Background: an optimization exercise with open tools, aiming at small area, a short achievable clock period and few clock cycles per item. Do not read the settings as production practice.
In this exercise RTL edits were held to simulation tests only and were not proved equivalent to the original.

## zinc
==> flow/design.v (excerpt) <==
module blep_osc (
    input  wire        clk,
    input  wire        rst,         
    input  wire        cfg_we,
    input  wire [2:0]  cfg_addr,
    input  wire [31:0] cfg_data,
    input  wire        in_valid,
    output wire        in_ready,
    output reg         out_valid,
    output reg  [31:0] out_y
);
==> flow/config.mk <==
export PLATFORM = sky130hd
export DESIGN_NAME = blep_osc
export DESIGN_NICKNAME = blep_osc
export VERILOG_FILES = /design/flow/design.v
export SDC_FILE = /design/flow/constraint.sdc
export NUM_CORES = 4
export LEC_CHECK = 0
export ABC_AREA = 1
export CAP_MARGIN = 20
export CORE_MARGIN = 2
export CORE_UTILIZATION = 55
export SLEW_MARGIN = 20
==> flow/constraint.sdc <==
create_clock -name core_clock -period 20.0 [get_ports {clk}]
set_input_delay 4.0000 -clock core_clock [delete_from_list [all_inputs] [get_ports {clk}]]
set_output_delay 4.0000 -clock core_clock [all_outputs]
set_load 0.01 [all_outputs]
standard.sh (not shown) runs the stock make flow with config.mk's settings and CLKGATE_MAP_FILE= SYNTH_SCRIPT=/design/flow/synth_recipe.tcl, a recipe that flattens the netlist after the stock synthesis.
==> flow/flow/run.sh <==
#!/bin/bash
# Standard layout, with the timing repair steps aiming well below the clock
# period (the clock and constraints are unchanged).
set -euo pipefail
bash standard.sh SETUP_SLACK_MARGIN=13 finish > make_finish.log 2>&1
zinc: full flow OK, the timing, DRC and antenna checks passed
Testbench counts of zinc, summed over its fixed seeds: cycles 6,901, samples 4,800.
> inputs changed (zinc -> lagoon)
# zinc
export LEC_CHECK = 0
export ABC_AREA = 1
export CAP_MARGIN = 20
export CORE_MARGIN = 2
export CORE_UTILIZATION = 55
export SLEW_MARGIN = 20
create_clock -name core_clock -period 20.0 [get_ports {clk}]
# lagoon
export LEC_CHECK = 0
export ABC_AREA = 1
export CAP_MARGIN = 20
export CORE_MARGIN = 2
export CORE_UTILIZATION = 40
export SLEW_MARGIN = 20
create_clock -name core_clock -period 20.0 [get_ports {clk}]
==> flow/flow/run.sh <==
#!/bin/bash
# Standard layout, with the timing repair steps aiming well below the clock
# period (the clock and constraints are unchanged).
set -euo pipefail
bash standard.sh SETUP_SLACK_MARGIN=10.5 finish > make_finish.log 2>&1
## What came out
Wire length of the first global-routing pass delta for lagoon relative to zinc: about 6% lower
The final critical delay including setup and external delays of lagoon exceeds that of zinc by 1.54 ns.
From zinc to lagoon the numbers moved as follows: final worst-path cycle share went up by 7.7 points; number of cells on the critical path went down by 20; cell count went up by about 3%; post-route standard cell area excluding fillers went down by about 7%.
The run showing the greater met1 layer usage reported by global route is zinc.
Of zinc and lagoon, the run reporting the higher via count was zinc.
Relative to lagoon, the following input files were edited for indigo:
==> flow/flow/run.sh <==
#!/bin/bash
# Standard layout, with the timing repair steps aiming well below the clock
# period (the clock and constraints are unchanged).
set -euo pipefail
bash standard.sh SETUP_SLACK_MARGIN=14 finish > make_finish.log 2>&1
Findings:
Between indigo and lagoon, it is indigo whose non-clock buffer share of cell area is higher, by 5.7 points. The critical path launch point comes out ph0[0] in one run and gneg[12] in the other, namely in indigo and lagoon respectively. The run with more setup slack is indigo; lagoon has less. For indigo, the worst setup path endpoint was c1, unlike lagoon, where it was freq[1]. indigo reports a higher core utilization than lagoon does. Cmp indigo vs lagoon: number of filler cells placed in the layout lower in indigo. Area of combinational cells with multiple inputs delta for indigo relative to lagoon: about 9% higher. Sort lagoon and indigo by quantity of gates resized following cts, ascending, and lagoon comes first. indigo reports a higher design area than lagoon does.
Here is what was changed in the inputs of ember compared with indigo.
==> flow/flow/run.sh <==
#!/bin/bash
# Standard layout, with the timing repair steps aiming well below the clock
# period (the clock and constraints are unchanged).
set -euo pipefail
bash standard.sh SETUP_SLACK_MARGIN=12.5 finish > make_finish.log 2>&1
[summary]
- Of indigo and ember, the higher via count belongs to indigo.
- Going from indigo to ember, number of cells on the critical path grows by 8.7%.
- ember: met2 usage 4.9 points below indigo
- Iteration-0 DRC count of the detailed router went down by more than 10% going from indigo to ember.
- ember vs. indigo: post-cts hold buffer count shows no meaningful change; clock skew shows an increase of 0.015 ns.
- Cmp ember vs indigo: initial antenna violation count lower in ember

-- port drivers added, routing unchanged --
Ports are ideal in the flow. The routed layouts listed here were re-timed in OpenROAD.
Step 1 sets driving cells, clkbuf_16 on the clock port and buf_2 on the other inputs (assumed; they add their load-dependent delay and slew).
Step 2 also shifts input and output timing later by t, the mid clock arrival at the registers, as if the neighbouring blocks saw the same clock.
Slacks: ideal ports / drivers / drivers and shift; pairs: ideal ports / drivers.
| run | t (ns) | setup WS [ns] | pins driven straight from the clock port |
|---|---|---|---|
| zinc | 0.854 | 12.533 / 12.533 / 12.265 | 1 |
| lagoon | 0.968 | 10.998 / 10.998 / 10.998 | 1 |
| indigo | 0.967 | 12.365 / 12.365 / 12.365 | 1 |
| ember | 0.951 | 12.446 / 12.446 / 11.843 | 1 |
After both steps setup and hold are still met in every run listed. For ember, which loses most, drivers alone change the setup slack by 0.000 ns; drivers and shift together by -0.603 ns.
